What follows belongs to an exercise in optimizing a design on an open flow for small area, a short achievable clock period and few clock cycles; a production flow would make more cautious choices.
The RTL was checked by simulation tests, not by an equivalence proof against the original design.
No activity file was given, so power comes from the tool's default toggle rates.

==> flow/design.v (excerpt) <==
module dec9 (
    input  wire       clk,
    input  wire       rst,
    input  wire       req_valid,
    output wire       req_ready,
    input  wire [7:0] req_p,
    input  wire [7:0] req_s,
    input  wire       in_valid,
    output wire       in_ready,
    input  wire [7:0] in_data,
    output wire       out_valid,
    input  wire       out_ready,
    output wire [7:0] out_char,
    output wire       out_last,
    output wire [3:0] out_fault,
    output wire [1:0] out_status,
    output wire       out_sign,
    output wire [6:0] out_intg,
    output wire [6:0] out_frac,
    output wire [3:0] out_len
);
    localparam [3:0] F_NONE        = 4'd0;
    localparam [3:0] F_BADNUMBER   = 4'd1;
    localparam [3:0] F_BADPARAM    = 4'd3;
    localparam [3:0] F_EMPTYDIGITS = 4'd7;
    localparam [3:0] F_GROUPRANGE  = 4'd8;
    localparam [1:0] ST_OK        = 2'd0;
    localparam [1:0] ST_TRUNCATED = 2'd1;
    localparam [1:0] ST_OVERFLOW  = 2'd2;
    localparam [31:0] GMAX = 32'd999999999;
    localparam [3:0] DEPTH = 4'd8;
    localparam P_IDLE = 0;
    localparam P_S0   = 1;     
    localparam P_S1   = 2;     
    localparam P_S2   = 3;     
    localparam P_S3   = 4;     
    localparam P_READ = 5;     
    localparam P_S1B  = 6;     
    localparam [2:0] K_IP   = 3'd0;   
    localparam [2:0] K_IF   = 3'd1;   
    localparam [2:0] K_FF   = 3'd2;   
    localparam [2:0] K_FP   = 3'd3;   
    localparam [2:0] K_NONE = 3'd4;   
    localparam [1:0] NX_REC = 2'd0;   
    localparam [1:0] NX_GRP = 2'd1;   
    localparam [1:0] NX_DOT = 2'd2;   
    function [2:0] dig2bytes(input [3:0] d);
        case (d)
            4'd0:    dig2bytes = 3'd0;
            4'd1:    dig2bytes = 3'd1;
            4'd2:    dig2bytes = 3'd1;
            4'd3:    dig2bytes = 3'd2;
            4'd4:    dig2bytes = 3'd2;
            4'd5:    dig2bytes = 3'd3;
            4'd6:    dig2bytes = 3'd3;
            default: dig2bytes = 3'd4;
        endcase
    endfunction
    function [31:0] pow10(input [3:0] k);
        case (k)
            4'd0:    pow10 = 32'd1;
            4'd1:    pow10 = 32'd10;
            4'd2:    pow10 = 32'd100;
  ...
clock: 12.0 ns
lec_check: 0
cap_margin: 20
core_margin: 2
core_utilization: 65
cts_buf_list: sky130_fd_sc_hd__clkbuf_8 sky130_fd_sc_hd__clkbuf_16
cts_cluster_diameter: 100
cts_cluster_size: 22
slew_margin: 20
standard.sh (not shown) runs the stock make flow with config.mk's settings and CLKGATE_MAP_FILE= SYNTH_SCRIPT=/design/flow/synth_recipe.tcl, a recipe that flattens the netlist after the stock synthesis.
==> flow/flow/run.sh <==
#!/bin/bash
# The standard layout (the standard.sh: ORFS synthesis to finish), with
# the port buffers made of buf_2 cells in place of the default pick, and
# ORFS's timing repair aiming past the clock period (slack margin).
set -euo pipefail
export BUFFER_PORTS_ARGS="-buffer_cell sky130_fd_sc_hd__buf_2"
export SETUP_SLACK_MARGIN=8.4
bash standard.sh > standard.log 2>&1
The baseline passed the timing, design-rule and antenna checks.
Testbench counts at the start, summed over its fixed seeds: cycles 91,325.
==> next run, changes <==
--- a/flow/flow/run.sh
+++ b/flow/flow/run.sh
@@ -3 +3 @@
-# the port buffers made of buf_2 cells in place of the default pick, and
+# the port buffers made of buf_4 cells in place of the default pick, and
@@ -6 +6 @@
-export BUFFER_PORTS_ARGS="-buffer_cell sky130_fd_sc_hd__buf_2"
+export BUFFER_PORTS_ARGS="-buffer_cell sky130_fd_sc_hd__buf_4"
Settings changed: CTS_BUF_LIST sky130_fd_sc_hd__clkbuf_8 sky130_fd_sc_hd__clkbuf_16 to not set.
What happened: Clock power is about the same; synthesized cell count stays the same; wire length came out lower slightly; area after synthesis does not change; sequential cell count is unchanged.
==> next run, changes <==
--- a/flow/flow/run.sh
+++ b/flow/flow/run.sh
@@ -3 +3 @@
-# the port buffers made of buf_4 cells in place of the default pick, and
+# the port buffers made of buf_2 cells in place of the default pick, and
@@ -6 +6 @@
-export BUFFER_PORTS_ARGS="-buffer_cell sky130_fd_sc_hd__buf_4"
+export BUFFER_PORTS_ARGS="-buffer_cell sky130_fd_sc_hd__buf_2"
Final cell count barely changes.
Combinational power went down by about 2%.
Worst hold slack gains 4.0 ps.
Global-route usage went up by 0.73 points.
Clock-buffer cell count went down by 1.
Worst setup slack loses 5.3 ps.
Fmax is about the same.
Synthesized area does not change.
Core utilization went down by 0.43 points.
==> next run, changes <==
Settings changed: CTS_CLUSTER_DIAMETER 100 to 120, CTS_CLUSTER_SIZE 22 to 26.
Outcome: Register-to-register slack gets better by 20 ps; routed wire length goes down by 0.63%; cell count fell by 0.42%; clock skew is higher by 16 ps.
==> next run, changes <==
Settings changed: CORE_UTILIZATION 65 to 75, CTS_CLUSTER_DIAMETER 120 to 100, CTS_CLUSTER_SIZE 26 to 22.
=> The new run finished with timing, DRC and antenna clean. Worst setup slack loses 150 ps. Die area drops by roughly a tenth. Flip-flop and latch count stays the same. Sequential power stays flat. Synthesized area does not change. Hold slack loses 12 ps. Routed wire length climbs by a few percent. Power climbs by a few percent. Final area is about the same. Combinational power climbs by a few percent. Clock skew drops by 4.3 ps.

-- re-timing with driven ports --
The flow's constraints put no driver on any port. The routed layouts listed below were extracted and timed again, unchanged, in two steps. Step 1 assumes that a clkbuf_16 drives the clock port and a buf_2 every other input. Step 2 adds t to the input delays and takes it off the output delays; t is the mean of the earliest and latest rising clock arrival at the registers after step 1. Input paths then give back, and output paths get back, about the clock's delay inside the block. Slacks: no drivers / after step 1 / after step 2; pairs: no drivers / after step 1.
| run | shift t [ns] | setup slack, ns | worst hold slack (ns) |
|---|---|---|---|
| the first run | 0.671 | 8.378 / 8.317 / 7.992 | 0.427 / 0.427 / 0.427 |
| the second run | 0.670 | 8.381 / 8.320 / 8.066 | 0.424 / 0.424 / 0.424 |
| the third run | 0.669 | 8.376 / 8.314 / 8.027 | 0.428 / 0.428 / 0.428 |
| the fourth run | 0.647 | 8.387 / 8.326 / 8.018 | 0.438 / 0.438 / 0.438 |
| the fifth run | 0.657 | 8.233 / 8.233 / 8.056 | 0.426 / 0.426 / 0.426 |
After both steps every run listed still meets setup and hold. The setup slack of the first run, which loses most, moves by -0.061 ns with the drivers and by -0.386 ns with both steps.
